Source: an optimization exercise on an open RTL-to-GDS flow (aim: small area). Production flows keep margins and buffers that such runs may drop.
Only simulation tests tie the RTL to the original design; equivalence was not proved.
The clock port is modelled as an ideal driver; clocking choices that lean on that would not hold on a real chip.
Power figures rest on the tool's default switching activity, not on a simulated workload.

<file path="design/flow/design.v">
module am2302_decoder (
    input  wire        clk,
    input  wire        rst_i,
    input  wire        line_i,
    output wire        line_drive_low_o,
    input  wire [31:0] now_ms_i,
    input  wire        reg_we_i,
    input  wire [2:0]  reg_addr_i,
    input  wire [31:0] reg_wdata_i,
    output reg  [31:0] reg_rdata_o,
    output wire        busy_o,
    output wire        done_o
);
    reg [3:0]  st;
    reg [10:0] cnt;
    reg        ge48;
    reg [5:0]  bit_idx;
    reg [39:0] frame;
    reg [31:0] last_ms;
    reg        attempted;
    reg [14:0] hum;
    reg [15:0] temp;
    reg        valid;
    reg [3:0]  result;
    reg        done;
    reg        cmd_err;
    reg        raw_v;
    reg [15:0] raw_hum;
    reg [15:0] raw_temp;
    reg [7:0]  raw_ck;
    integer i;
    reg [7:0] ck_s1, ck_c1, ck_s2, ck_c2, calc_ck;
    reg       ck_cy;
    always @(*) begin
        ck_s1 = raw_hum[15:8] ^ raw_hum[7:0] ^ raw_temp[15:8];
        ck_c1 = {(raw_hum[14:8] & raw_hum[6:0]) | (raw_hum[14:8] & raw_temp[14:8]) |
                 (raw_hum[6:0] & raw_temp[14:8]), 1'b0};
        ck_s2 = ck_s1 ^ ck_c1 ^ raw_temp[7:0];
        ck_c2 = {(ck_s1[6:0] & ck_c1[6:0]) | (ck_s1[6:0] & raw_temp[6:0]) |
                 (ck_c1[6:0] & raw_temp[6:0]), 1'b0};
        ck_cy = 1'b0;
        for (i = 0; i < 8; i = i + 1) begin
            calc_ck[i] = ck_s2[i] ^ ck_c2[i] ^ ck_cy;
            ck_cy = (ck_s2[i] & ck_c2[i]) | (ck_s2[i] & ck_cy) | (ck_c2[i] & ck_cy);
        end
    end
    wire s_ready = (st == 4'd0);
    wire s_rate  = ~st[3] & ~st[2] & ~st[1] & st[0];
    wire s_idle  = ~st[2] & st[1] & ~st[0];
    wire s_start = ~st[2] & st[1] & st[0];
    wire s_ackl  = st[2] & ~st[1] & ~st[0];
    wire s_ackh  = st[2] & ~st[1] & st[0];
    wire s_sync  = st[2] & st[1] & ~st[0];
    wire s_high  = st[2] & st[1] & st[0];
    assign line_drive_low_o = s_start;
    assign busy_o           = ~s_ready;
    assign done_o           = done;
    always @(*) begin
        case (reg_addr_i)
            3'd1:    reg_rdata_o = {10'b0, bit_idx, st, result, 3'b0,
                                    attempted, cmd_err, valid, done, busy_o};
            3'd2:    reg_rdata_o = valid ? {temp, 1'b0, hum} : 32'b0;
            3'd3:    reg_rdata_o = raw_v ? {raw_temp, raw_hum} : 32'b0;
            3'd4:    reg_rdata_o = raw_v ? {16'b0, calc_ck, raw_ck} : 32'b0;
            3'd5:    reg_rdata_o = attempted ? last_ms : 32'b0;
            default: reg_rdata_o = 32'b0;
        endcase
    end
    wire t249  =  cnt[4] &  cnt[5] & ~cnt[6] &  cnt[7] & ~cnt[10];
    wire t1099 =  cnt[0] & ~cnt[1] &  cnt[2] & ~cnt[3] & ~cnt[4] & ~cnt[5] &
                  cnt[6] & ~cnt[7] &  cnt[9];
    wire t49   = ~cnt[3] &  cnt[4] & ~cnt[5];
    wire t99   = ~cnt[0] &  cnt[2] &  cnt[4] & ~cnt[5] & ~cnt[8];
    wire t47   = ~cnt[1] &  cnt[2] & ~cnt[3];
    wire bit_value = ge48;    
    wire idx40 = bit_idx[5] & bit_idx[3];
    reg [10:0] el;
    reg        bw;
    reg [20:0] hi_pre;
    reg        hi_p;
    always @(*) begin
        bw = 1'b0;
        el = 11'd0;
        for (i = 0; i < 4; i = i + 1)
            bw = (~now_ms_i[i] & last_ms[i]) | (~now_ms_i[i] & bw) | (last_ms[i] & bw);
        for (i = 4; i < 11; i = i + 1) begin
            el[i] = now_ms_i[i] ^ last_ms[i] ^ bw;
            bw    = (~now_ms_i[i] & last_ms[i]) | (~(now_ms_i[i] ^ last_ms[i]) & bw);
        end
        hi_p = 1'b1;
        for (i = 0; i < 21; i = i + 1) begin
            hi_pre[i] = hi_p;
            hi_p      = hi_p & last_ms[11+i];
        end
    end
    wire hi_zero = ((last_ms[31:11] ^ ({21{bw}} & hi_pre)) == now_ms_i[31:11]);
    wire el_ge   = ~hi_zero | (&el[10:6] & (el[5] | el[4]));
    wire rate_ok = !attempted || el_ge;
    reg [5:0]  idx_inc;
    reg        cy;
    always @(*) begin
        cy = 1'b1;
        for (i = 0; i < 6; i = i + 1) begin
            idx_inc[i] = bit_idx[i] ^ cy;
            cy = cy & bit_idx[i];
        end
    end
    reg [15:0] temp_rec;
    reg        nz;
    always @(*) begin
        nz = 1'b0;
        for (i = 0; i < 15; i = i + 1) begin
            temp_rec[i] = raw_temp[i] ^ nz;
            nz = nz | (raw_temp[15] & raw_temp[i]);
        end
        temp_rec[15] = nz;
    end
    wire ck_ok = (calc_ck == raw_ck);
    wire        ctrl_write = reg_we_i && (reg_addr_i == 3'd0);
    wire [1:0]  cmd        = reg_wdata_i[1:0];
    wire ev   = (s_idle | s_ackh | s_high) ? line_i : ~line_i;    
    wire tout = (s_idle & t249) | (s_ackl & t49) | ((s_ackh | s_sync | s_high) & t99);
    wire load_ms = (ctrl_write & (cmd == 2'd2) & s_ready) | (s_rate & rate_ok);
    always @(posedge clk) begin
        if (s_rate || ((s_idle | st[2]) && ev) || (s_start && t1099) || tout)
            cnt <= 11'd0;
        else
            cnt <= {cnt[9:0], ~(cnt[10] ^ cnt[8])};
        if (s_high)
            ge48 <= ge48 | t47;
        else
            ge48 <= 1'b0;
        if (s_high && line_i)
            frame <= {frame[38:0], bit_value};
        if (load_ms)
            last_ms <= now_ms_i;
        if (st == 4'd8) begin
            raw_hum  <= frame[39:24];
            raw_temp <= frame[23:8];
            raw_ck   <= frame[7:0];
        end
        if (st == 4'd9 && ck_ok) begin
            hum  <= raw_hum[14:0];
            temp <= temp_rec;
        end
        if (rst_i) begin
            st        <= 4'd0;
            bit_idx   <= 6'd0;
            attempted <= 1'b0;
            valid     <= 1'b0;
            result    <= 4'd0;
            done      <= 1'b0;
            cmd_err   <= 1'b0;
            raw_v     <= 1'b0;
        end else begin
            if (ctrl_write && cmd != 2'd0)
                cmd_err <= (cmd == 2'd3) | ~s_ready;
            if (load_ms)
                attempted <= 1'b1;
            case (st)
                4'd0: if (ctrl_write && cmd == 2'd1) begin
                    st   <= 4'd1;
                    done <= 1'b0;
                end
                4'd1: if (rate_ok) st <= 4'd2;
                      else begin st <= 4'd0; result <= 4'd2; done <= 1'b1; end
                4'd2: if (line_i) st <= 4'd3;
                      else if (t249) begin st <= 4'd0; result <= 4'd3; done <= 1'b1; end
                4'd3: if (t1099) st <= 4'd4;
                4'd4: if (!line_i) st <= 4'd5;
                      else if (t49) begin st <= 4'd0; result <= 4'd4; done <= 1'b1; end
                4'd5: if (line_i) begin st <= 4'd6; bit_idx <= 6'd0; end
                      else if (t99) begin st <= 4'd0; result <= 4'd5; done <= 1'b1; end
                4'd6: if (!line_i) st <= 4'd7;
                      else if (t99) begin st <= 4'd0; result <= 4'd6; done <= 1'b1; end
                4'd7: if (line_i) begin
                          if (idx40) st <= 4'd8;
                          else begin st <= 4'd6; bit_idx <= idx_inc; end
                      end else if (t99) begin st <= 4'd0; result <= 4'd7; done <= 1'b1; end
                4'd8: begin
                    raw_v <= 1'b1;
                    st    <= 4'd9;
                end
                4'd9: begin
                    if (ck_ok) begin
                        valid  <= 1'b1;
                        result <= 4'd1;
                    end else
                        result <= 4'd8;
                    st   <= 4'd0;
                    done <= 1'b1;
                end
                default: ;
            endcase
        end
    end
endmodule
</file>
<file path="design/flow/flow/run.sh">
#!/bin/bash
# The standard layout (standard.sh), with two changes:
#  * ABC maps the synthesized logic with flow/area.abc (an area-oriented
#    script) instead of ORFS's script; everything else in synthesis,
#    including the registers, is the standard flow's own synthesis script unchanged;
#  * the port buffers are made from the smallest buffer cell (buf_1).
# Each tool's output goes to the ORFS logs; make's output to flow.log.
set -euo pipefail
HERE=$(pwd)
ABC_SCRIPT="$HERE/flow/area.abc"
{
  head -n 1 synth_recipe.tcl
  echo "proc abc {args} { set i [lsearch \$args -script]; lset args [expr {\$i + 1}] $ABC_SCRIPT; yosys abc {*}\$args }"
  tail -n +2 synth_recipe.tcl
} > my_synth.tcl
sed "s#SYNTH_SCRIPT=[^ ]*#SYNTH_SCRIPT=$HERE/my_synth.tcl#" standard.sh > my_standard.sh
export BUFFER_PORTS_ARGS="-buffer_cell sky130_fd_sc_hd__buf_1"
bash my_standard.sh > flow.log 2>&1
</file>
<file path="design/flow/flow/area.abc">
strash
dc2
&get -n
&dch -f
&nf -a -p -R 1000
&put
</file>
<file path="design/flow/standard.sh">
#!/bin/bash
# synth_recipe.tcl (not shown) runs the flow's synth.tcl, then flattens the netlist and writes it again
# the make line also repeats each setting of config.mk as NAME=value (left out here)
make -C /OpenROAD-flow-scripts/flow DESIGN_CONFIG=/design/flow/config.mk WORK_HOME=/design/flow/orfs CLKGATE_MAP_FILE= SYNTH_SCRIPT=/design/flow/synth_recipe.tcl "${@:-finish}"
</file>
<file path="design/flow/config.mk">
export PLATFORM = sky130hd
export DESIGN_NAME = am2302_decoder
export DESIGN_NICKNAME = am2302_decoder
export VERILOG_FILES = /design/flow/design.v
export SDC_FILE = /design/flow/constraint.sdc
export NUM_CORES = 4
export LEC_CHECK = 0
export CAP_MARGIN = 0
export CORE_MARGIN = 2
export CORE_UTILIZATION = 40
export CTS_BUF_LIST = sky130_fd_sc_hd__clkbuf_8
export SLEW_MARGIN = 0
</file>
<file path="design/flow/constraint.sdc">
create_clock -name core_clock -period 10.0 [get_ports {clk}]
set_input_delay 2.0000 -clock core_clock [delete_from_list [all_inputs] [get_ports {clk}]]
set_output_delay 2.0000 -clock core_clock [all_outputs]
set_load 0.01 [all_outputs]
</file>
==> notes.md, run 1 <==
status=complete, no violations; placed inst area=0.00869 mm2; Synth Instances=604; hold-critical path depth=0; commonest non-fill, non-tap cell in the layout=edfxtp_1; Worst EP arrival=9.74 ns; Fin. Hold Viols=0; Via density=5.46; critical path class=in2reg; Post-synth ARST share=0%; vias in the first global route=5505; Post-synth EDFFs=143; CTS Root Buffer Type=clkbuf_8; Slew HR=22.4%; # IOs=106; Synth cell types=46; unrepaired setup endpoints after global routing=false; Clock H-tree levels=4; final cell count without fillers=985; R2R cell count=33; Num CTS Buffers=17; First-pass DRT Iterations=8; Synth Flop Type=edfxtp_1; first-pass GRT wire length=30100 um; slack of the critical path=0.610 ns; Reg clk slew, reported paths=0.08 ns; Worst path slowest cell=or3_1; total gr overflow=0; CP Max Fanout=4; overall power=1.72 mW; syn avg cell area=13.2 um2; width of the die=145 um; NumNets Final=812; Post-CTS Setup Repair Bufs=0; Max Transition Viols Final=0; Max rail drop VDD=0.0000863 V; Post-Syn Area=0.00796 mm2; P&R area growth vs syn=14.0%; Setup Viol. Count Final=0; HP Class=reg2reg; syn_nets=707; port buffer count=75; final setup skew=0.0132 ns; Hold Crit Start=frame[39]$_DFFE_PP_; CP Launch Type=input port; Site Rows=51; DIE AREA=0.0210 mm2; ANT nets after route=0; worst skew pair latency=0.46 ns; P per Cell Area=190 mW/mm2; DR WL/cell=19.3 um; layout cell share with drive strength beyond 1=6.39%; Setup crit end kind=flop; placer congestion estimate=0.877; initial DRC count=613; HPWL after DPL=13700 um; die height=145 um; routed via count=5378; Final Util=46.6%; Core Region=0.0195 mm2; largest net degree at the start of global routing=43; fin crit share=93.9%; Setup TNS Final=0 ns; Post-Route WL=19000 um; Worst R2R Start=last_ms[0]$_DFFE_PP_; CTS tree=yes; fin crit period=9.39 ns; sequential area share after synthesis=61.8%; starting density of the core=40.9%; Critical Path RT=10.35 ns; Max Cap Violations=0; actual slew at the worst max-slew pin=1.16 ns; Fin Hold WS=0.445 ns; total track usage=18.4%; number of synthesized register bits=174; final instance area=0.00907 mm2; Pleak=2.98 nW; Synth Warn #=1; hold_buf cts=0; antenna violations before repair=0; most frequent cells in the layout=edfxtp_1 (143), buf_1 (75), nand2_1 (55), clkinv_1 (46), xnor2_1 (45); # diodes=0; Reg-to-Reg End=result[0]$_SDFFE_PP0P_; reg-to-reg slack, setup=1.74 ns; Worst Hold End=raw_hum[15]$_DFFE_PP_; clock tree buffer depth=2; clk sinks=174; Placement Setup Slack=0.0492 ns; fmax=106 MHz; PostCTS Resize Cnt=0; DRC viols=0; CP max stage delay=0.48 ns; placed insts=955
[layer usage]
metal,wire [um],track usage [%],share of wire (%),up-vias
met2,9390,30.3,49,158
met5,0,0,0,-
met4,319,6.24,1.7,0
li1,-,-,-,2477
met1,8450,25.0,44,2720
met3,893,2.99,4.7,23
[power by group]
group | internal, mW | switching [mW]
registers | 0.856 | 0.0701
clock network | 0.220 | 0.256
logic | 0.130 | 0.189
[synth_stat cells, types with 13 or more instances]
library cell | instances | share of area [%]
a21oi_1 | 24 | 1.5
nor2b_1 | 16 | 1.3
o21ai_0 | 14 | 0.88
a222oi_1 | 31 | 3.9
clkinv_1 | 45 | 2.1
dfxtp_1 | 31 | 7.8
nor2_1 | 33 | 1.6
nand2_1 | 55 | 2.6
fa_1 | 25 | 6.3
xnor2_1 | 45 | 5.0
nand3_1 | 13 | 0.82
edfxtp_1 | 143 | 54
xor2_1 | 15 | 1.7
[worst max-delay path: cells and delay by family]
| family | cells | cell delay, ns |
|---|---|---|
| AO/OA/AOI/OAI | 4 | 0.70 |
| adder cells (fa/ha/maj) | 10 | 2.77 |
| buffers and inverters | 6 | 0.54 |
| AND/OR/NAND/NOR | 18 | 3.70 |
[registers in the layout, summed over array words and instances (netlist names), 6 cells and up]
signal / cells
hum: 15
last_ms: 32
raw_hum: 16
raw_temp: 16
frame: 40
cnt: 11
bit_idx: 6
temp: 16
raw_ck: 8
[worst max path at each step]
stage / from / to / cells past startpoint
6_report: now_ms_i[0] / result[0]$_SDFFE_PP0P_ / 38
5_1_grt: now_ms_i[0] / result[1]$_SDFFE_PP0P_ / 38
4_1_cts: now_ms_i[0] / result[0]$_SDFFE_PP0P_ / 38
3_5_place_dp: now_ms_i[0] / result[1]$_SDFFE_PP0P_ / 38
3_3_place_gp: now_ms_i[1] / result[1]$_SDFFE_PP0P_ / 34
2_1_floorplan: now_ms_i[0] / last_ms[0]$_DFFE_PP_ / 33
[layout make-up]
type	count	area, um2
clock buffers	17	234
clock inverters	13	143
fillers	1765	10400
inverters	45	169
multi-input cells	385	2910
flip-flops and latches	174	4910
well taps	265	332
repair buffers	86	364
[logic make-up after synthesis]
family	Yosys count	synth area share [%]
buffers and inverters	45	2.12
multiplexers	4	0.503
AND/OR/NAND/NOR	178	11.2
adder cells (fa/ha/maj)	35	7.77
XOR/XNOR	60	6.60
AO/OA/AOI/OAI	108	10.0
flip-flops	174	61.8
==> run 2, diff against run 1 <==
--- a/design/flow/config.mk
+++ b/design/flow/config.mk
@@ -7,6 +7,6 @@
 export LEC_CHECK = 0
 export CAP_MARGIN = 0
 export CORE_MARGIN = 2
-export CORE_UTILIZATION = 40
+export CORE_UTILIZATION = 65
 export CTS_BUF_LIST = sky130_fd_sc_hd__clkbuf_8
 export SLEW_MARGIN = 0
==> run 2 against run 1 <==
Clock power is 4.2% lower; clock skew shrank 0.0032 ns; first-iteration DRC count up 8.8%; non-clock buffer count is 5 lower.
==> notes.md, run 2 <==
Max rail drop VDD=0.000138 V; P per Cell Area=190 mW/mm2; area share of the largest cell type after synthesis=54.0%; Reg clk slew, reported paths=0.10 ns; synth cell count leaders=edfxtp_1 (143), nand2_1 (55), clkinv_1 (45), xnor2_1 (45), nor2_1 (33); syn avg cell area=13.2 um2; Pleak=2.96 nW; Post-synth ARST share=0%; final cell count without fillers=864; multiplexer share of the synthesized area=0.503%; DRC viols=0; Reg-to-Reg End=result[1]$_SDFFE_PP0P_; Worst EP arrival=9.61 ns; status=complete, no violations; width of the die=115 um; placer congestion estimate=0.873; DIE AREA=0.0131 mm2; First-pass DRT Iterations=6; biggest regs=frame: 40 flops, last_ms: 32 flops; Critical Path RT=10.33 ns; Setup TNS Final=0 ns; Post-Synth XOR/XNOR Area=6.60%; count leader, synth=edfxtp_1; Num CTS Buffers=17; ANT nets after route=0; Final Util=74.2%; overall power=1.68 mW; Max Transition Viols Final=0; CP Launch Type=input port; first-pass GRT wire length=28000 um; DR top layer=met4; most frequent cells in the layout=edfxtp_1 (143), buf_1 (75), nand2_1 (55), clkinv_1 (45), xnor2_1 (45); # diodes=0; hold-critical path depth=0; Setup Viol. Count Final=0; Synth Warn #=1; Slew HR=23.9%; antenna violations before repair=0; largest reg by FF count=frame; total gr overflow=0; fin crit period=9.29 ns; vias in the first global route=5187; Worst R2R Start=last_ms[0]$_DFFE_PP_; synth top area cells=edfxtp_1 (54%), dfxtp_1 (7.8%), fa_1 (6.3%), xnor2_1 (5.0%), a222oi_1 (3.9%); # IOs=106; Worst path slowest cell=nor4_1; initial DRC count=667; CTS Root Buffer Type=clkbuf_8; Placement Setup Slack=0.162 ns; number of synthesized register bits=174; commonest non-fill, non-tap cell in the layout=edfxtp_1; routed via count=5417; Synth Area in Simple Gates=11.2%; fillers=816; syn_nets=707; Post-Route WL=18100 um; fin crit share=92.9%; worst skew pair latency=0.47 ns; Synth cell types=46; met1 wire length=7440 um; PostCTS Resize Cnt=0; CTS tree=yes; R2R cell count=30; Adder-Cell Fraction of Synth Area=7.77%; Hold Crit Start=frame[39]$_DFFE_PP_; Worst path most repeated cell=fa_1; Synth Flop Type=edfxtp_1; Clock H-tree levels=4; sequential area share after synthesis=61.8%; area fraction in compound gates after synthesis=10.0%; HP Class=reg2reg; port buffer count=75; CP max stage delay=0.52 ns; Post-synth EDFFs=143; slack of the critical path=0.713 ns; metal2 WL=8600 um; Core Region=0.0120 mm2; HPWL after DPL=13000 um; unrepaired setup endpoints after global routing=false; Setup crit end kind=flop; placed insts=832; DR WL/cell=21.0 um; clock tree buffer depth=2; P&R area growth vs syn=11.5%; reg-to-reg slack, setup=1.85 ns; die height=115 um; biggest area consumer among synthesized cells=edfxtp_1; critical path class=in2reg; fmax=108 MHz; Fin Hold WS=0.440 ns; Post-Syn Area=0.00796 mm2; Fin. Hold Viols=0; Worst Hold End=raw_hum[15]$_DFFE_PP_; final instance area=0.00887 mm2; main combinational cell family by area after synthesis=simple AND/OR/NAND/NOR gates; Synth Instances=604; max reg flops=40; final setup skew=0.0100 ns; NumNets Final=807; total track usage=28.9%; met3 WL=1540 um; Via density=6.27; Post-CTS Setup Repair Bufs=0; actual slew at the worst max-slew pin=1.14 ns; placed inst area=0.00850 mm2; layout cell share with drive strength beyond 1=6.00%; Max Cap Violations=0; hold_buf cts=0; starting density of the core=66.5%; clk sinks=174; largest net degree at the start of global routing=42; Site Rows=40; CP Max Fanout=4
[run 2: cells by family (layout without fill, tap and decap cells)]
kind of cell | Yosys count | count (layout)
fa+ha+maj | 35 | 35
simple gates | 178 | 178
xor+xnor | 60 | 60
mux | 4 | 4
buf+inv | 45 | 158
compound gates | 108 | 108
flops | 174 | 174
[run 2: metal layers]
layer | global-route usage (%) | up-vias
met5 | 0 | -
li1 | - | 2472
met4 | 12.9 | 0
met3 | 6.46 | 41
met2 | 44.1 | 273
met1 | 40.5 | 2631
[run 2: worst max path at each step]
stage	startpoint	end	slack, ns
after floorplan	now_ms_i[0]	last_ms[0]$_DFFE_PP_	1.18
after global placement	now_ms_i[1]	result[1]$_SDFFE_PP0P_	0.43
after detailed placement	now_ms_i[0]	result[1]$_SDFFE_PP0P_	0.16
after CTS	now_ms_i[0]	result[1]$_SDFFE_PP0P_	0.60
after global routing	now_ms_i[0]	result[0]$_SDFFE_PP0P_	0.05
final	now_ms_i[1]	result[1]$_SDFFE_PP0P_	0.71
[run 2: layout make-up]
cell class / instances / area [um2] / area share [%]
Clock inverter: 15 / 129 / 1.45
Tap cell: 147 / 184 / 2.07
Inverter: 45 / 169 / 1.90
Clock buffer: 17 / 234 / 2.64
Timing Repair Buffer: 81 / 327 / 3.68
Multi-Input combinational cell: 385 / 2920 / 32.9
Sequential cell: 174 / 4910 / 55.4
[run 2: critical path: cells and delay by family]
kind | cells | cell delay [ns]
muxes | 1 | 0.22
AOI/OAI and AO/OA | 5 | 0.97
and+or+nand+nor | 7 | 2.28
adders and majority gates | 11 | 3.41
buffers and inverters | 6 | 0.50
xor gates and xnor gates | 1 | 0.23
[run 2: power breakdown]
group	internal, mW	leakage [nW]	switching, mW
sequential	0.856	1.55	0.0710
combinational	0.121	1.22	0.180
clock	0.181	0.187	0.275
total	1.16	2.96	0.527
==> run 3, diff against run 2 <==
--- a/design/flow/design.v
+++ b/design/flow/design.v
@@ -15,7 +15,7 @@
     reg [10:0] cnt;
     reg        ge48;
     reg [5:0]  bit_idx;
-    reg [39:0] frame;
+    reg [38:0] frame;
     reg [31:0] last_ms;
     reg        attempted;
     reg [14:0] hum;
@@ -127,17 +127,17 @@
         else
             cnt <= {cnt[9:0], ~(cnt[10] ^ cnt[8])};
         if (s_high)
-            ge48 <= ge48 | t47;
+            ge48 <= ge48 | (t47 & ~line_i);
         else
             ge48 <= 1'b0;
-        if (s_high && line_i)
-            frame <= {frame[38:0], bit_value};
+        if (s_high && line_i && !idx40)
+            frame <= {frame[37:0], bit_value};
         if (load_ms)
             last_ms <= now_ms_i;
         if (st == 4'd8) begin
-            raw_hum  <= frame[39:24];
-            raw_temp <= frame[23:8];
-            raw_ck   <= frame[7:0];
+            raw_hum  <= frame[38:23];
+            raw_temp <= frame[22:7];
+            raw_ck   <= {frame[6:0], ge48};
         end
         if (st == 4'd9 && ck_ok) begin
             hum  <= raw_hum[14:0];
==> run 3 against run 2 <==
Final cell count up 0.12%; critical path depth up 7; area after synthesis down 0.28%; final area down 0.68%; register-to-register slack worse by 0.05 ns; clock skew up 0.0015 ns; largest power group unchanged.
==> notes.md, run 3 <==
status=complete, no violations; actual slew at the worst max-slew pin=1.28 ns; P&R area growth vs syn=11.1%; CTS Root Buffer Type=clkbuf_8; HP Class=reg2reg; syn_nets=711; Critical Path RT=10.38 ns; Worst EP arrival=9.79 ns; area share of the largest cell type after synthesis=53.7%; largest net degree at the start of global routing=44; clock tree buffer depth=2; slack of the critical path=0.597 ns; Reg clk slew, reported paths=0.09 ns; critical path class=in2reg; Site Rows=40; first-pass GRT wire length=27900 um; # IOs=106; Slew HR=14.3%; Setup TNS Final=0 ns; count leader, synth=edfxtp_1; ANT nets after route=0; initial DRC count=785; DR WL/cell=20.9 um; clk sinks=173; total gr overflow=0; placer congestion estimate=0.935; max reg flops=39; Synth Flop Type=edfxtp_1; synth cell count leaders=edfxtp_1 (142), nand2_1 (57), clkinv_1 (46); PostCTS Resize Cnt=0; placed inst area=0.00846 mm2; Placement Setup Slack=0.318 ns; DIE AREA=0.0131 mm2; Clock H-tree levels=4; final cell count without fillers=865; Worst path most repeated cell=nor2b_1; layout cell share with drive strength beyond 1=5.29%; starting density of the core=66.3%; die height=114 um; width of the die=114 um; Max rail drop VDD=0.000137 V; CP Max Fanout=6; hold_buf cts=0; final setup skew=0.0115 ns; Post-synth ARST share=0%; CTS tree=yes; Core Region=0.0120 mm2; commonest non-fill, non-tap cell in the layout=edfxtp_1; NumNets Final=809; worst skew pair latency=0.46 ns; Post-synth EDFFs=142; Via density=6.32; Num CTS Buffers=17; CP max stage delay=0.39 ns; Fin Hold WS=0.427 ns; fin crit share=94.0%; largest reg by FF count=frame; sequential area share after synthesis=61.6%; Final Util=73.7%; Max Transition Viols Final=0; Post-Syn Area=0.00794 mm2; fin crit period=9.40 ns; Pleak=2.92 nW; HPWL after DPL=12700 um; area of the multi-input gates=0.00291 mm2; Setup Viol. Count Final=0; Worst path slowest cell=fa_1; Setup crit end kind=flop; CP Launch Type=input port; placed insts=834; biggest area consumer among synthesized cells=edfxtp_1; Post-CTS Setup Repair Bufs=0; port buffer count=75; routed via count=5470; Synth Instances=608; syn avg cell area=13.1 um2; total track usage=29.0%; vias in the first global route=5165; Max Cap Violations=0; synth top area cells=edfxtp_1 (54%), dfxtp_1 (7.8%), fa_1 (6.3%), xnor2_1 (4.7%), a222oi_1 (3.8%); unrepaired setup endpoints after global routing=false; Synth Warn #=1; number of synthesized register bits=173; overall power=1.60 mW; biggest regs=frame: 39 flops, last_ms: 32 flops; fillers=820; Fin. Hold Viols=0; # diodes=0; Post-Route WL=18000 um; final instance area=0.00881 mm2; antenna violations before repair=0; First-pass DRT Iterations=7; fmax=106 MHz; Reg area=0.00488 mm2; P per Cell Area=182 mW/mm2; most frequent cells in the layout=edfxtp_1 (142), buf_1 (75), nand2_1 (57), clkinv_1 (47), xnor2_1 (43); Synth cell types=44; DRC viols=0
-- run 3: layer usage --
layer / routed length, um / GRT usage [%] / vias up
met3: 1610 / 6.83 / 43
met1: 7500 / 42.3 / 2669
met5: 0 / 0 / -
met2: 8490 / 43.7 / 279
met4: 437 / 9.19 / 0
li1: - / - / 2479
-- run 3: power breakdown --
group / total, mW / internal, mW / switching, mW
logic: 0.259 / 0.108 / 0.151
clock network: 0.437 / 0.176 / 0.261
registers: 0.904 / 0.841 / 0.0633
total: 1.60 / 1.13 / 0.475
-- run 3: path summary, 6_finish.rpt --
kind | cells after the start | endpoint | start | slack, ns
setup / recovery | 38 | result[1]$_SDFFE_PP0P_ | now_ms_i[0] | 0.60
hold / removal | 0 | raw_hum[15]$_DFFE_PP_ | frame[38]$_DFFE_PP_ | 0.43
setup reg to reg | 37 | result[1]$_SDFFE_PP0P_ | last_ms[0]$_DFFE_PP_ | 1.80
hold reg to reg | 0 | raw_hum[15]$_DFFE_PP_ | frame[38]$_DFFE_PP_ | 0.43
-- run 3: worst max-delay path, delay by kind of cell --
family	cells	cell delay [ns]
AOI/OAI and AO/OA	4	0.76
adders and majority gates	10	2.69
and+or+nand+nor	19	3.92
buffers and inverters	5	0.38
-- run 3: cell families (layout without fill, tap and decap cells) --
| family | after synthesis | after routing | synth area share [%] |
|---|---|---|---|
| multiplexers | 1 | 1 | 0.126 |
| flip-flops | 173 | 173 | 61.6 |
| AO/OA/AOI/OAI | 109 | 109 | 10.2 |
| XOR/XNOR | 62 | 62 | 6.84 |
| AND/OR/NAND/NOR | 182 | 182 | 11.3 |
| buffers and inverters | 46 | 156 | 2.18 |
| adder cells (fa/ha/maj) | 35 | 35 | 7.79 |
-- run 3: layout make-up --
cell class	instances	share of cell area (%)
timing repair buffer	79	3.54
tap	147	2.09
clock inverter	14	1.32
clock buffer	17	2.66
sequential	173	55.4
inverter	46	1.96
multi-input combinational	389	33.0
==> run 4, diff against run 3 <==
--- a/design/flow/flow/run.sh
+++ b/design/flow/flow/run.sh
@@ -1,9 +1,12 @@
 #!/bin/bash
-# The standard layout (standard.sh), with two changes:
+# The standard layout (standard.sh), with these changes:
 #  * ABC maps the synthesized logic with flow/area.abc (an area-oriented
 #    script) instead of ORFS's script; everything else in synthesis,
 #    including the registers, is the standard flow's own synthesis script unchanged;
 #  * the port buffers are made from the smallest buffer cell (buf_1).
+#  * CTS uses a clkbuf_16 root, clkbuf_4 leaves and no dummy loads; after
+#    CTS, flow/post_cts.tcl makes each leaf buffer with over 10 sinks a
+#    clkbuf_8 (clock-pin slew);
 # Each tool's output goes to the ORFS logs; make's output to flow.log.
 set -euo pipefail
 HERE=$(pwd)
@@ -15,4 +18,7 @@
 } > my_synth.tcl
 sed "s#SYNTH_SCRIPT=[^ ]*#SYNTH_SCRIPT=$HERE/my_synth.tcl#" standard.sh > my_standard.sh
 export BUFFER_PORTS_ARGS="-buffer_cell sky130_fd_sc_hd__buf_1"
+# clock tree: a strong root buffer feeding small leaf buffers, no dummy loads
+export CTS_ARGS="-sink_clustering_enable -repair_clock_nets -root_buf sky130_fd_sc_hd__clkbuf_16 -buf_list sky130_fd_sc_hd__clkbuf_4 -dont_use_dummy_load -sink_clustering_size 10 -sink_clustering_max_diameter 60"
+export POST_CTS_TCL="$HERE/flow/post_cts.tcl"
 bash my_standard.sh > flow.log 2>&1
==> design/flow/flow/post_cts.tcl (new file) <==
# After CTS: a leaf clock buffer (clkbuf_4) that drives many flip-flops
# would give their clock pins too slow a slew, so make it a clkbuf_8.
set n_up 0
foreach inst [[ord::get_db_block] getInsts] {
  if { [[$inst getMaster] getName] ne "sky130_fd_sc_hd__clkbuf_4" } { continue }
  set net [[$inst findITerm X] getNet]
  if { $net eq "NULL" } { continue }
  set sinks [expr { [llength [$net getITerms]] - 1 }]
  if { $sinks > 10 } {
    replace_cell [get_cells [$inst getName]] sky130_fd_sc_hd__clkbuf_8
    incr n_up
  }
}
puts "post_cts: upsized $n_up leaf clock buffers to clkbuf_8"
if { $n_up > 0 } {
  detailed_placement
  check_placement -verbose
}
--- a/design/flow/config.mk
+++ b/design/flow/config.mk
@@ -7,6 +7,6 @@
 export LEC_CHECK = 0
 export CAP_MARGIN = 0
 export CORE_MARGIN = 2
-export CORE_UTILIZATION = 65
+export CORE_UTILIZATION = 80
 export CTS_BUF_LIST = sky130_fd_sc_hd__clkbuf_8
 export SLEW_MARGIN = 0
==> run 4 against run 3 <==
Largest power group unchanged; critical path depth decreased by 3; largest cell class unchanged; utilization increased by 16 points; routed wire length increased by 14%; final area decreased by 1.8%; critical path type unchanged.
==> notes.md, run 4 <==
Worst Hold End=frame[3]$_DFFE_PP_; Final Util=89.3%; Post-Syn Area=0.00794 mm2; hold-critical path depth=0; layout cell share with drive strength beyond 1=4.39%; placer congestion estimate=0.961; unrepaired setup endpoints after global routing=false; syn avg cell area=13.1 um2; NumNets Final=811; Max Cap Violations=0; Setup crit end kind=flop; critical path class=in2reg; fillers=398; synth top area cells=edfxtp_1 (54%), dfxtp_1 (7.8%), fa_1 (6.3%), xnor2_1 (4.7%), a222oi_1 (3.8%); initial DRC count=1099; P per Cell Area=173 mW/mm2; routed via count=5956; Synth cell types=44; fin crit period=9.44 ns; syn_nets=711; worst path bufs/invs=6; antenna violations before repair=0; commonest non-fill, non-tap cell in the layout=edfxtp_1; sequential area share after synthesis=61.6%; worst skew pair latency=0.39 ns; area share of the largest cell type after synthesis=53.7%; Synth Warn #=1; fin crit share=94.4%; DRC viols=0; die height=104 um; clk sinks=173; CP max stage delay=0.41 ns; total track usage=40.1%; CP Max Fanout=14; Max rail drop VDD=0.000166 V; Worst path slowest cell=a21oi_1; P&R area growth vs syn=9.04%; routing usage on met1=51.4%; Reg clk slew, reported paths=0.12 ns; number of synthesized register bits=173; Fin. Hold Viols=0; First-pass DRT Iterations=10; Post-synth EDFFs=142; Slew HR=13.6%; grt peak-use layer=met2; Reg-to-Reg End=last_ms[29]$_DFFE_PP_; Worst path most repeated cell=fa_1; Crit. Startpoint=now_ms_i[0]; ANT nets after route=0; starting density of the core=81.9%; Setup Viol. Count Final=0; port buffer count=75; largest reg by FF count=frame; HPWL after DPL=14300 um; status=complete, no violations; # diodes=0; largest net degree at the start of global routing=44; max reg flops=39; total gr overflow=0; actual slew at the worst max-slew pin=1.29 ns; Post-Route WL=20500 um; Max Transition Viols Final=0; first-pass GRT wire length=32200 um; Core Region=0.00968 mm2; Via density=7.10; HP Class=reg2reg; met3 Resource Use GR=9.44%; GR Util met2=61.8%; CP Launch Type=input port; final setup skew=0.0381 ns; count leader, synth=edfxtp_1; Synth Instances=608; Worst EP arrival=9.50 ns; Hold Crit Start=frame[2]$_DFFE_PP_; Worst R2R Start=last_ms[0]$_DFFE_PP_; # IOs=106; Setup TNS Final=0 ns; Pleak=2.85 nW; CTS tree=yes; R2R cell count=34; DIE AREA=0.0107 mm2; CP delay by family, top=simple AND/OR/NAND/NOR gates; biggest area consumer among synthesized cells=edfxtp_1; fmax=106 MHz; vias in the first global route=5930; DR WL/cell=24.4 um; most frequent cells in the layout=edfxtp_1 (142), buf_1 (75), nand2_1 (57), clkinv_1 (46), xnor2_1 (43); Critical Path RT=10.06 ns; Synth Flop Type=edfxtp_1; width of the die=104 um; Post-synth ARST share=0%; synth cell count leaders=edfxtp_1 (142), nand2_1 (57), clkinv_1 (46); reg-to-reg slack, setup=1.85 ns; Site Rows=36; biggest regs=frame: 39 flops, last_ms: 32 flops
[run 4: cell count changes in the layout (fill, tap and decap cells not counted), sizes merged]
cell	previous run	this run
inv	5	0
clkinv	55	46
buf	79	81
[run 4: cell type report]
class | instances | area, um2 | share of cell area (%)
flip-flops and latches | 173 | 4880 | 56.5
inverters | 46 | 173 | 2.00
well taps | 133 | 166 | 1.92
multi-input cells | 389 | 2920 | 33.7
clock buffers | 17 | 183 | 2.11
repair buffers | 81 | 327 | 3.77
[run 4: stage by stage]
step                total power [mW]  worst slack (ns)  hold WS [ns]  area (um2)  cells
global route                    1.55            0.0668         0.449        8650    839
finish                          1.50             0.557         0.424        8650    839
global placement                1.15             0.619         0.403        8450    822
floorplan                       1.08              1.17         0.400        7940    608
detailed placement              1.18            0.0842         0.420        8450    822
[run 4: cell families after synthesis]
| logic type | Yosys count | synth area share (%) |
|---|---|---|
| AOI/OAI and AO/OA | 109 | 10.2 |
| xor gates and xnor gates | 62 | 6.84 |
| adders and majority gates | 35 | 7.79 |
| buffers and inverters | 46 | 2.18 |
| DFF | 173 | 61.6 |
| muxes | 1 | 0.126 |
| and+or+nand+nor | 182 | 11.3 |
[run 4: how the worst max path moves through the flow]
stage                                  end  slack, ns  depth (start not counted)
floorplan             last_ms[0]$_DFFE_PP_       1.17                         33
detailed placement   last_ms[24]$_DFFE_PP_       0.08                         35
finish               last_ms[29]$_DFFE_PP_       0.56                         35
global route        result[0]$_SDFFE_PP0P_       0.07                         37
global placement     last_ms[31]$_DFFE_PP_       0.62                         35
[run 4: metal layers]
layer  up-vias  part of all wire (%)
li1       2469                     -
met1      2728                    33
met2       587                    46
met3       172                    12
met4         0                   7.8
met5         -                     0
[run 4: where the power goes]
group	switching, mW	internal, mW	total, mW	leakage [nW]
Sequential	0.0656	0.840	0.906	1.54
Combinational	0.158	0.112	0.270	1.21
Clock	0.206	0.119	0.325	0.101
==> run 5, diff against run 4 <==
--- a/design/flow/config.mk
+++ b/design/flow/config.mk
@@ -7,6 +7,6 @@
 export LEC_CHECK = 0
 export CAP_MARGIN = 0
 export CORE_MARGIN = 2
-export CORE_UTILIZATION = 80
+export CORE_UTILIZATION = 65
 export CTS_BUF_LIST = sky130_fd_sc_hd__clkbuf_8
 export SLEW_MARGIN = 0
==> run 5 against run 4 <==
Total power shrank 1.6%; still clean; clock-buffer cell count is the same; synthesized cell count is the same; clock skew shrank 0.0063 ns; global-route usage shrank 11 points; final cell count grew 1.4%; critical path depth grew 3; non-clock buffer count shrank 2; die area grew 22%; via count shrank 8.4%.
==> notes.md, run 5 <==
Reg clk slew, reported paths=0.10 ns; Core Region=0.0120 mm2; status=complete, no violations; Post-synth ARST share=0%; first-pass GRT wire length=27800 um; Reg-to-Reg End=result[1]$_SDFFE_PP0P_; clk sinks=173; HP Class=reg2reg; Max Transition Viols Final=0; largest reg by FF count=frame; initial DRC count=716; Pleak=2.83 nW; P per Cell Area=171 mW/mm2; CTS tree=yes; DR WL/cell=21.0 um; Worst Hold End=raw_hum[15]$_DFFE_PP_; slack of the critical path=0.626 ns; Post-synth EDFFs=142; Max Cap Violations=0; hold-critical path depth=0; reg-to-reg slack, setup=1.93 ns; Max rail drop VDD=0.000132 V; CP Max Fanout=6; Post-Syn Area=0.00794 mm2; starting density of the core=66.3%; total gr overflow=0; die height=114 um; fillers=841; R2R cell count=37; final setup skew=0.0318 ns; Setup TNS Final=0 ns; fin crit period=9.37 ns; First-pass DRT Iterations=9; most frequent cells in the layout=edfxtp_1 (142), buf_1 (75), nand2_1 (57), clkinv_1 (46), xnor2_1 (43); area share of the largest cell type after synthesis=53.7%; NumNets Final=809; # IOs=106; Final Util=72.2%; antenna violations before repair=0; Placement Setup Slack=0.318 ns; Post-Route WL=17800 um; Site Rows=40; CP Launch Type=input port; Hold Crit Start=frame[38]$_DFFE_PP_; sequential area share after synthesis=61.6%; routed via count=5453; Critical Path RT=10.28 ns; Worst R2R Start=last_ms[0]$_DFFE_PP_; total track usage=28.8%; DRC viols=0; largest net degree at the start of global routing=44; HPWL after DPL=12700 um; Setup Viol. Count Final=0; Synth Warn #=1; synth cell count leaders=edfxtp_1 (142), nand2_1 (57), clkinv_1 (46); P&R area growth vs syn=8.89%; Worst path slowest cell=fa_1; Synth cell types=44; Worst EP arrival=9.65 ns; Synth Instances=608; # diodes=0; synth top area cells=edfxtp_1 (54%), dfxtp_1 (7.8%), fa_1 (6.3%), xnor2_1 (4.7%), a222oi_1 (3.8%); ANT nets after route=0; width of the die=114 um; Synth Flop Type=edfxtp_1; syn avg cell area=13.1 um2; overall power=1.48 mW; fmax=107 MHz; commonest non-fill, non-tap cell in the layout=edfxtp_1; critical path class=in2reg; Slew HR=14.2%; Via density=6.41; placer congestion estimate=0.935; count leader, synth=edfxtp_1; fin crit share=93.7%; actual slew at the worst max-slew pin=1.28 ns; number of synthesized register bits=173; Fin. Hold Viols=0; biggest area consumer among synthesized cells=edfxtp_1; vias in the first global route=5149; DIE AREA=0.0131 mm2; biggest regs=frame: 39 flops, last_ms: 32 flops; unrepaired setup endpoints after global routing=false; syn_nets=711; layout cell share with drive strength beyond 1=3.84%; max reg flops=39; CP max stage delay=0.39 ns; Setup crit end kind=flop; worst skew pair latency=0.38 ns; port buffer count=75
[run 5: changes by cell type in the layout (fill, tap and decap cells not counted), sizes merged]
cell	before	now
buf	81	79
[run 5: through the flow]
step / hold WS (ns) / area (um2) / instances
finish: 0.408 / 8640 / 851
global route: 0.410 / 8640 / 851
detailed placement: 0.410 / 8460 / 834
global placement: 0.405 / 8460 / 834
floorplan: 0.400 / 7940 / 608
[run 5: cell families (layout without fill, tap and decap cells)]
kind of cell / after synthesis / after routing / share of synthesized area (%)
AOI/OAI and AO/OA: 109 / 109 / 10.2
xor gates and xnor gates: 62 / 62 / 6.84
adders and majority gates: 35 / 35 / 7.79
buffers and inverters: 46 / 142 / 2.18
DFF: 173 / 173 / 61.6
muxes: 1 / 1 / 0.126
and+or+nand+nor: 182 / 182 / 11.3
[run 5: worst max-delay path by stage]
stage	startpoint	end	slack (ns)	cells after the start
2_1_floorplan	now_ms_i[0]	last_ms[0]$_DFFE_PP_	1.17	33
3_3_place_gp	now_ms_i[1]	result[1]$_SDFFE_PP0P_	0.53	32
3_5_place_dp	now_ms_i[0]	last_ms[23]$_DFFE_PP_	0.32	34
5_1_grt	now_ms_i[0]	result[1]$_SDFFE_PP0P_	0.03	38
6_report	now_ms_i[0]	result[1]$_SDFFE_PP0P_	0.63	38
[run 5: routing by layer]
layer	global-route usage, %	wire length (um)
met5	0	0
met2	43.7	8560
met1	41.8	7430
met4	10.3	327
met3	5.98	1520
[run 5: final cells by class]
class,instances,area [um2],share of cell area (%)
clock buffers,17,176,2.04
repair buffers,79,312,3.61
inverters,46,173,2.00
multi-input cells,389,2910,33.7
flip-flops and latches,173,4880,56.5
well taps,147,184,2.13
[run 5: worst max-delay path: cells and delay by family]
| kind | cells | cell delay, ns |
|---|---|---|
| AO/OA/AOI/OAI | 4 | 0.76 |
| adder cells (fa/ha/maj) | 10 | 2.67 |
| buffers and inverters | 5 | 0.37 |
| AND/OR/NAND/NOR | 19 | 3.83 |
[run 5: power breakdown]
part / switching, mW / total, mW / leakage (nW) / internal, mW
clock: 0.202 / 0.317 / 0.0989 / 0.115
combinational: 0.149 / 0.257 / 1.20 / 0.108
sequential: 0.0627 / 0.904 / 1.54 / 0.841
==> run 6, diff against run 5 <==
--- a/design/flow/flow/run.sh
+++ b/design/flow/flow/run.sh
@@ -1,7 +1,8 @@
 #!/bin/bash
 # The standard layout (standard.sh), with these changes:
-#  * ABC maps the synthesized logic with flow/area.abc (an area-oriented
-#    script) instead of ORFS's script; everything else in synthesis,
+#  * ABC maps the synthesized logic with flow/area.abc (deep AIG
+#    optimization for 45 s, then area-oriented mapping)
+#    instead of ORFS's script; everything else in synthesis,
 #    including the registers, is the standard flow's own synthesis script unchanged;
 #  * the port buffers are made from the smallest buffer cell (buf_1).
 #  * CTS uses a clkbuf_16 root, clkbuf_4 leaves and no dummy loads; after
==> design/flow/flow/area.abc (replaced) <==
strash
&get -n
&deepsyn -T 45
&put
&get -n
&dch -f
&nf -a -p -R 1000
&put
--- a/design/flow/config.mk
+++ b/design/flow/config.mk
@@ -7,6 +7,6 @@
 export LEC_CHECK = 0
 export CAP_MARGIN = 0
 export CORE_MARGIN = 2
-export CORE_UTILIZATION = 65
+export CORE_UTILIZATION = 62
 export CTS_BUF_LIST = sky130_fd_sc_hd__clkbuf_8
 export SLEW_MARGIN = 0
==> run 6 against run 5 <==
Largest cell class unchanged; final area down 1.1%; total power up 1.8%; maximum frequency up 16%; combinational power down 2%; register-to-register slack better by 1.3 ns; clock skew up 0.0055 ns; critical path depth down 12; sequential cell count unchanged; utilization down 1.7 points; hold slack better by 0.027 ns; critical path type unchanged; first-iteration DRC count up 13%; via count down 4.2%.
==> notes.md, run 6 <==
status=complete, no violations; Hold Crit Start=frame[8]$_DFFE_PP_; largest reg by FF count=frame; first-pass GRT wire length=26900 um; starting density of the core=64.0%; layout cell share with drive strength beyond 1=4.48%; syn_nets=673; Max Transition Viols Final=0; placed inst area=0.00835 mm2; Via density=6.24; Setup TNS Final=0 ns; Fin. Hold Viols=0; biggest regs=frame: 39 flops, last_ms: 32 flops; Reg-to-Reg End=result[0]$_SDFFE_PP0P_; Post-Route WL=17700 um; Post-synth EDFFs=142; syn avg cell area=13.6 um2; commonest non-fill, non-tap cell in the layout=edfxtp_1; CP Max Fanout=5; DRC viols=0; critical path class=in2reg; reg-to-reg slack, setup=3.18 ns; Synth Flop Type=edfxtp_1; CTS tree=yes; Reg clk slew, reported paths=0.11 ns; width of the die=116 um; Post-synth ARST share=0%; area share of the largest cell type after synthesis=55.0%; routed via count=5225; clk sinks=173; routing usage on met1=42.4%; Setup crit end kind=flop; Max Cap Violations=0; Synth Instances=570; Site Rows=40; Synth Warn #=1; biggest area consumer among synthesized cells=edfxtp_1; Worst R2R Start=last_ms[0]$_DFFE_PP_; fin crit period=8.05 ns; ANT nets after route=0; actual slew at the worst max-slew pin=1.26 ns; CP Launch Type=input port; fmax=124 MHz; antenna violations before repair=0; Worst EP arrival=8.35 ns; final instance area=0.00854 mm2; port buffer count=75; largest net degree at the start of global routing=42; Pleak=2.85 nW; most frequent cells in the layout=edfxtp_1 (142), buf_1 (75), clkinv_1 (56), nand2_1 (51); max reg flops=39; vias in the first global route=4911; HP Class=reg2reg; number of synthesized register bits=173; sequential area share after synthesis=63.0%; die height=116 um; DIE AREA=0.0134 mm2; met3 Resource Use GR=5.96%; hold-critical path depth=0; Max rail drop VDD=0.000133 V; synth cell count leaders=edfxtp_1 (142), clkinv_1 (56), nand2_1 (51); unrepaired setup endpoints after global routing=false; # IOs=106; DR WL/cell=21.1 um; NumNets Final=775; Core Region=0.0121 mm2; P per Cell Area=176 mW/mm2; GR Util met2=40.1%; worst skew pair latency=0.38 ns; Setup Viol. Count Final=0; total gr overflow=0; initial DRC count=806; placer congestion estimate=0.875; Synth cell types=52; fin crit share=80.5%; total track usage=27.5%; # diodes=0; final setup skew=0.0373 ns; overall power=1.50 mW; synth top area cells=edfxtp_1 (55%), dfxtp_1 (8.0%), fa_1 (6.5%), a222oi_1 (4.0%), xnor2_1 (3.2%); First-pass DRT Iterations=17; Post-Syn Area=0.00775 mm2; grt peak-use layer=met1; count leader, synth=edfxtp_1; Worst Hold End=raw_temp[1]$_DFFE_PP_; Slew HR=15.7%; fillers=885; R2R cell count=25; HPWL after DPL=12800 um; P&R area growth vs syn=10.2%; Critical Path RT=10.30 ns
run 6: cells by family (layout without fill, tap and decap cells):
| kind of cell | after synthesis | count (layout) | share of synthesized area (%) |
|---|---|---|---|
| flops | 173 | 173 | 63.0 |
| simple gates | 136 | 136 | 9.02 |
| compound gates | 127 | 127 | 12.4 |
| buf+inv | 56 | 156 | 2.71 |
| xor+xnor | 41 | 41 | 4.63 |
| fa+ha+maj | 35 | 35 | 7.97 |
| mux | 2 | 2 | 0.274 |
run 6: where the power goes:
group	internal [mW]	switching, mW
clock network	0.127	0.201
registers	0.849	0.0743
logic	0.102	0.150
run 6: stage by stage:
step           hold WS (ns)  instances  worst slack [ns]  util [%]
3_5_place_dp          0.416        821              1.69      68.9
5_1_grt               0.452        838              1.70      70.5
6_report              0.435        838              1.95      70.5
3_3_place_gp          0.403        821              1.77      68.9
2_1_floorplan         0.400        570              1.79         -
run 6: worst max-delay path by stage:
stage	from	end	slack (ns)	cells past startpoint
after floorplan	raw_hum[1]$_DFFE_PP_	result[0]$_SDFFE_PP0P_	1.79	17
after global placement	now_ms_i[1]	result[1]$_SDFFE_PP0P_	1.77	26
after detailed placement	now_ms_i[1]	result[1]$_SDFFE_PP0P_	1.69	26
after global routing	now_ms_i[1]	result[0]$_SDFFE_PP0P_	1.70	26
final	now_ms_i[1]	result[0]$_SDFFE_PP0P_	1.95	26
run 6: per-layer routing:
layer,wire length (um),vias to the layer above
li1,-,2363
met2,7850,276
met1,7900,2565
met4,317,0
met5,0,-
met3,1620,21
run 6: critical path, stage by stage:
cell,delay (ns)
buf_1,0.10
clkinv_1,0.07
maj3_1,0.35
maj3_1,0.36
maj3_1,0.38
fa_1,0.37
clkinv_1,0.07
fa_1,0.16
clkinv_1,0.08
fa_1,0.36
clkinv_1,0.07
fa_1,0.17
fa_1,0.19
fa_1,0.17
clkinv_1,0.07
fa_1,0.41
and3_1,0.23
and4_1,0.25
and4_1,0.24
a21oi_1,0.22
xnor2_1,0.16
a21oi_1,0.07
o31ai_1,0.80
nor3b_1,0.69
o21ai_0,0.19
nand2_1,0.11
run 6: area by class of cell:
cell class,instances,area [um2],area share [%]
multi-input cells,341,2700,31.6
clock buffers,17,195,2.29
repair buffers,83,342,4.00
flip-flops and latches,173,4880,57.2
inverters,56,210,2.46
well taps,168,210,2.46
==> run 7, diff against run 6 <==
--- a/design/flow/config.mk
+++ b/design/flow/config.mk
@@ -7,6 +7,6 @@
 export LEC_CHECK = 0
 export CAP_MARGIN = 0
 export CORE_MARGIN = 2
-export CORE_UTILIZATION = 62
+export CORE_UTILIZATION = 55
 export CTS_BUF_LIST = sky130_fd_sc_hd__clkbuf_8
 export SLEW_MARGIN = 0
==> run 7 against run 6 <==
Still clean on timing, DRC and antenna; sequential cell count unchanged; synthesized cell count unchanged; first-iteration DRC count down 20%; total power up 0.52%; largest cell class unchanged; highest routed layer unchanged.
==> notes.md, run 7 <==
Synth Instances=570; status=complete, no violations; Post-synth EDFFs=142; Worst path slowest cell=o31ai_1; first-pass GRT wire length=27600 um; Fin. Hold Viols=0; P per Cell Area=177 mW/mm2; Synth Warn #=1; Core Region=0.0138 mm2; NumNets Final=776; vias in the first global route=4866; biggest area consumer among synthesized cells=edfxtp_1; syn avg cell area=13.6 um2; Worst EP arrival=8.23 ns; Sw Ratio=28.6%; width of the die=123 um; final cell count without fillers=851; clock power share=22.3%; initial DRC count=646; P_sw=0.433 mW; port buffer count=75; final setup skew=0.0309 ns; largest net degree at the start of global routing=42; layout cell share with drive strength beyond 1=4.62%; biggest regs=frame: 39 flops, last_ms: 32 flops; CP delay by family, top=adder cells; First-pass DRT Iterations=8; slack of the critical path=2.11 ns; Reg-to-Reg End=result[1]$_SDFFE_PP0P_; DIE AREA=0.0151 mm2; sequential power share=61.1%; DR WL/cell=21.2 um; count leader, synth=edfxtp_1; synth top area cells=edfxtp_1 (55%), dfxtp_1 (8.0%), fa_1 (6.5%), a222oi_1 (4.0%), xnor2_1 (3.2%); hold-critical path depth=0; area share of the largest cell type after synthesis=55.0%; placed inst area=0.00837 mm2; Worst R2R Start=last_ms[0]$_DFFE_PP_; Worst Hold End=raw_hum[15]$_DFFE_PP_; total gr overflow=0; commonest non-fill, non-tap cell in the layout=edfxtp_1; CP max stage delay=0.81 ns; fin crit share=78.9%; Hold Crit Start=frame[38]$_DFFE_PP_; total track usage=25.3%; Slew HR=36.5%; Synth cell types=52; Reg clk slew, reported paths=0.10 ns; Max rail drop VDD=0.000130 V; R2R cell count=25; Worst path most repeated cell=fa_1; most frequent cells in the layout=edfxtp_1 (142), buf_1 (75), clkinv_1 (56), nand2_1 (51); overall power=1.51 mW; actual slew at the worst max-slew pin=0.945 ns; Placement Setup Slack=1.71 ns; # IOs=106; HP Class=reg2reg; Comb power frac=16.7%; reg-to-reg slack, setup=3.36 ns; CTS tree=yes; synth cell count leaders=edfxtp_1 (142), clkinv_1 (56), nand2_1 (51); P&R area growth vs syn=10.5%; DRC viols=0; Max Transition Viols Final=0; placed insts=834; critical path class=in2reg; Int Power=1.08 mW; Fin Hold WS=0.421 ns; syn_nets=673; ANT nets after route=0; worst skew pair latency=0.38 ns; largest reg by FF count=frame; Post-Syn Area=0.00775 mm2; worst path bufs/invs=5; fin crit period=7.89 ns; # diodes=0; CP Max Fanout=5; final instance area=0.00856 mm2; sequential area share after synthesis=63.0%; die height=123 um; Setup Viol. Count Final=0; antenna violations before repair=0; max reg flops=39; routed via count=5098; Max Cap Violations=0; Critical Path RT=10.33 ns; Final Util=61.9%; Setup crit end kind=flop; clk sinks=173; CP Launch Type=input port; Post-synth ARST share=0%; HPWL after DPL=13200 um; fmax=127 MHz; starting density of the core=56.1%; Pleak=2.86 nW; Setup TNS Final=0 ns; placer congestion estimate=0.900; Post-Route WL=18000 um; Site Rows=43; Synth Flop Type=edfxtp_1; unrepaired setup endpoints after global routing=false; number of synthesized register bits=173; Via density=5.99
[run 7: cell families (layout without fill, tap and decap cells)]
group           after synthesis  in the layout  share of synthesized area, %
simple gates                136            136                          9.02
xor+xnor                     41             41                          4.63
mux                           2              2                         0.274
fa+ha+maj                    35             35                          7.97
compound gates              127            127                          12.4
flops                       173            173                          63.0
buf+inv                      56            157                          2.71
[run 7: routing by layer]
metal  global-route usage (%)  part of all wire, %  up-vias
li1                         -                    -     2373
met1                     37.9                   45     2489
met2                     35.9                   44      214
met3                     7.20                  9.4       22
met4                     7.76                  1.6        0
met5                        0                    0        -
[run 7: how the worst max path moves through the flow]
stage,start,to,slack (ns),cells past startpoint
global route,now_ms_i[1],result[0]$_SDFFE_PP0P_,1.59,26
finish,now_ms_i[0],result[1]$_SDFFE_PP0P_,2.11,26
floorplan,raw_hum[1]$_DFFE_PP_,result[0]$_SDFFE_PP0P_,1.79,17
detailed placement,now_ms_i[1],result[0]$_SDFFE_PP0P_,1.71,26
global placement,now_ms_i[1],result[1]$_SDFFE_PP0P_,1.73,26
[run 7: cell type report]
type / instances / area [um2]
Clock buffer: 17 / 195
Fill cell: 1095 / 5260
Inverter: 56 / 210
Multi-Input combinational cell: 341 / 2700
Sequential cell: 173 / 4880
Tap cell: 180 / 225
Timing Repair Buffer: 84 / 349
[run 7: power groups by stage]
stage	logic, mW	registers, mW	clock network (mW)
floorplan	0.178	0.910	0
global placement	0.243	0.933	0
global route	0.283	0.932	0.372
finish	0.252	0.924	0.337
detailed placement	0.252	0.936	0
==> run 8, diff against run 7 <==
==> design/flow/flow/run.sh (replaced) <==
#!/bin/bash
# The standard layout (standard.sh), with these changes:
#  * ABC maps the synthesized logic with flow/area.abc (deep AIG
#    optimization for 45 s, then area-oriented mapping, twice)
#    instead of ORFS's script; everything else in synthesis,
#    including the registers, is the standard flow's own synthesis script unchanged;
#  * the port buffers are made from the smallest buffer cell (buf_1).
#  * CTS uses a clkbuf_8 root, clkbuf_4 leaves and no dummy loads; after
#    CTS, flow/post_cts.tcl makes each leaf buffer with over 10 sinks a
#    clkbuf_8 (clock-pin slew);
# Each tool's output goes to the ORFS logs; make's output to flow.log.
set -euo pipefail
HERE=$(pwd)
ABC_SCRIPT="$HERE/flow/area.abc"
{
  head -n 1 synth_recipe.tcl
  echo "proc abc {args} { set i [lsearch \$args -script]; lset args [expr {\$i + 1}] $ABC_SCRIPT; yosys abc {*}\$args }"
  tail -n +2 synth_recipe.tcl
} > my_synth.tcl
sed "s#SYNTH_SCRIPT=[^ ]*#SYNTH_SCRIPT=$HERE/my_synth.tcl#" standard.sh > my_standard.sh
export BUFFER_PORTS_ARGS="-buffer_cell sky130_fd_sc_hd__buf_1"
# clock tree: a strong root buffer feeding small leaf buffers, no dummy loads
export CTS_ARGS="-sink_clustering_enable -repair_clock_nets -root_buf sky130_fd_sc_hd__clkbuf_8 -buf_list sky130_fd_sc_hd__clkbuf_4 -dont_use_dummy_load -sink_clustering_size 10 -sink_clustering_max_diameter 60"
export POST_CTS_TCL="$HERE/flow/post_cts.tcl"
bash my_standard.sh > flow.log 2>&1
==> design/flow/flow/area.abc (replaced) <==
strash
&get -n
&deepsyn -T 45
&put
&get -n
&dch -f
&nf -a -p -R 1000
&put
mfs2
strash
&get -n
&dch -f
&nf -a -p -R 1000
&put
--- a/design/flow/config.mk
+++ b/design/flow/config.mk
@@ -7,6 +7,6 @@
 export LEC_CHECK = 0
 export CAP_MARGIN = 0
 export CORE_MARGIN = 2
-export CORE_UTILIZATION = 55
+export CORE_UTILIZATION = 60
 export CTS_BUF_LIST = sky130_fd_sc_hd__clkbuf_8
 export SLEW_MARGIN = 0
==> run 8 against run 7 <==
Sequential share of layout area increased by 0.38 points; synthesized cell count grew 2.1%; routed wire length fell by 1.5%; maximum frequency fell by 3.1%; sequential power about the same; setup slack lost 0.25 ns; critical path type unchanged; critical endpoint unchanged; largest cell class unchanged.
==> notes.md, run 8 <==
biggest regs=frame: 39 flops, last_ms: 32 flops; Site Rows=41; fmax=123 MHz; Reg clk slew, reported paths=0.10 ns; Max Transition Viols Final=0; Reg area=0.00488 mm2; CP Max Fanout=5; P per Cell Area=178 mW/mm2; Via density=6.11; number of synthesized register bits=173; Core Region=0.0126 mm2; HPWL after DPL=12800 um; CP max stage delay=0.53 ns; count leader, synth=edfxtp_1; starting density of the core=61.4%; sequential power share=61.1%; Post-Route WL=17700 um; port buffer count=75; Post-synth ARST share=0%; die height=118 um; total gr overflow=0; area share of the largest cell type after synthesis=55.1%; Setup crit end kind=flop; Worst path slowest cell=nor4_1; synth cell count leaders=edfxtp_1 (142), nand2_1 (62), clkinv_1 (53); DIE AREA=0.0138 mm2; routed via count=5208; Pleak=2.82 nW; synth top area cells=edfxtp_1 (55%), dfxtp_1 (8.0%), fa_1 (6.5%), a222oi_1 (4.3%), xnor2_1 (3.4%); fillers=942; worst skew pair latency=0.45 ns; actual slew at the worst max-slew pin=1.26 ns; First-pass DRT Iterations=7; final setup skew=0.0387 ns; commonest non-fill, non-tap cell in the layout=edfxtp_1; syn avg cell area=13.3 um2; Post-synth EDFFs=142; Synth Instances=582; ANT nets after route=0; sequential area share after synthesis=63.1%; Placement Setup Slack=1.36 ns; clk sinks=173; overall power=1.52 mW; largest net degree at the start of global routing=42; Post-Syn Area=0.00774 mm2; max reg flops=39; Slew HR=15.9%; unrepaired setup endpoints after global routing=false; Sw Ratio=29.3%; P_sw=0.444 mW; P&R area growth vs syn=9.85%; syn_nets=685; CP Launch Type=input port; first-pass GRT wire length=27900 um; Critical Path RT=10.39 ns; status=complete, no violations; layout cell share with drive strength beyond 1=4.26%; HP Class=reg2reg; Setup Viol. Count Final=0; largest reg by FF count=frame; Worst EP arrival=8.53 ns; Worst path most repeated cell=fa_1; critical path class=in2reg; clock power share=21.2%; NumNets Final=786; Synth Warn #=1; CTS tree=yes; Max rail drop VDD=0.000144 V; fin crit share=81.5%; # IOs=106; placer congestion estimate=0.887; reg-to-reg slack, setup=3.08 ns; area of the multi-input gates=0.00269 mm2; # diodes=0; vias in the first global route=5054; slack of the critical path=1.85 ns; DRC viols=0; most frequent cells in the layout=edfxtp_1 (142), buf_1 (75), nand2_1 (62), clkinv_1 (53), a222oi_1 (33); Synth cell types=51; total track usage=26.6%; Comb power frac=17.6%; Setup TNS Final=0 ns; Max Cap Violations=0; Fin. Hold Viols=0; Int Power=1.07 mW; Synth Flop Type=edfxtp_1; antenna violations before repair=0; DR WL/cell=20.8 um; biggest area consumer among synthesized cells=edfxtp_1; initial DRC count=744; width of the die=118 um; fin crit period=8.15 ns
[run 8: stage by stage]
| stage | cells | utilization [%] | hold slack (ns) | instance area [um2] |
|---|---|---|---|---|
| global route | 853 | 67.4 | 0.450 | 8510 |
| detailed placement | 836 | 66.0 | 0.405 | 8320 |
| global placement | 836 | 66.0 | 0.401 | 8320 |
| finish | 853 | 67.4 | 0.427 | 8510 |
| floorplan | 582 | - | 0.400 | 7740 |
[run 8: final timing paths]
kind	startpoint	endpoint	cells past startpoint
max	now_ms_i[0]	result[1]$_SDFFE_PP0P_	29
min	frame[38]$_DFFE_PP_	raw_hum[15]$_DFFE_PP_	0
max reg2reg	last_ms[0]$_DFFE_PP_	result[1]$_SDFFE_PP0P_	28
min reg2reg	frame[38]$_DFFE_PP_	raw_hum[15]$_DFFE_PP_	0
[run 8: cells by family (layout without fill, tap and decap cells)]
logic type	count (synthesis)	in the layout	synth area share, %
buf+inv	53	152	2.57
xor+xnor	38	38	4.30
compound gates	126	126	12.1
fa+ha+maj	33	33	7.72
mux	2	2	0.275
simple gates	157	157	9.94
flops	173	173	63.1
[run 8: worst max-delay path, delay by kind of cell]
kind	cells	cell delay (ns)
AO/OA/AOI/OAI	5	1.21
adder cells (fa/ha/maj)	8	2.31
buffers and inverters	5	0.38
AND/OR/NAND/NOR	11	2.64
[run 8: layout make-up]
type / count / area share [%]
sequential: 173 / 57.4
multi-input combinational: 356 / 31.6
timing repair buffer: 82 / 3.93
tap: 172 / 2.53
inverter: 53 / 2.34
clock buffer: 17 / 2.16
[run 8: power groups by stage]
| stage | Sequential, mW | Clock, mW | Combinational, mW |
|---|---|---|---|
| 2_1_floorplan | 0.916 | 0 | 0.188 |
| 3_3_place_gp | 0.938 | 0 | 0.254 |
| 3_5_place_dp | 0.939 | 0 | 0.262 |
| 5_1_grt | 0.935 | 0.360 | 0.301 |
| 6_report | 0.927 | 0.322 | 0.267 |
[run 8: per-layer routing]
| metal | track usage (%) | up-vias | wire, um |
|---|---|---|---|
| met2 | 39.7 | 259 | 8130 |
| met1 | 39.5 | 2540 | 7810 |
| met3 | 6.44 | 21 | 1550 |
| met4 | 7.15 | 0 | 256 |
| li1 | - | 2388 | - |
| met5 | 0 | - | 0 |

static timing again, ports no longer ideal:
The flow's constraints put no driver on any port. The routed layouts listed below were extracted and timed again, unchanged, in two steps.
Step 1, drivers: a clkbuf_16 drives clk and a buf_2 each remaining input, both assumed.
Step 2 times the ports against the registers' clock, not the clock port: input delays grow and output delays shrink by t, the midpoint of the rising clock arrivals with the driver on.
Three values: ideal, step 1, step 2; two values: the first two.
run	t, ns	setup slack, ns	worst hold slack (ns)	worst slew at a driven data input, ns
run 1	0.490	0.610 / 0.621 / 0.131	0.445 / 0.445 / 0.445	0.04
run 2	0.496	0.713 / 0.719 / 0.223	0.440 / 0.440 / 0.440	0.05
run 3	0.491	0.597 / 0.608 / 0.117	0.427 / 0.427 / 0.427	0.04
run 4	0.411	0.557 / 0.566 / 0.155	0.424 / 0.424 / 0.424	0.04
run 5	0.405	0.626 / 0.645 / 0.240	0.408 / 0.408 / 0.408	0.04
run 6	0.407	1.946 / 1.955 / 1.548	0.435 / 0.435 / 0.435	0.04
run 7	0.411	2.105 / 2.115 / 1.704	0.421 / 0.421 / 0.421	0.04
run 8	0.464	1.854 / 1.861 / 1.397	0.427 / 0.427 / 0.427	0.04
After both steps every run listed still meets setup and hold. For run 2, which loses most, drivers alone change the setup slack by +0.006 ns; drivers and shift together by -0.490 ns.
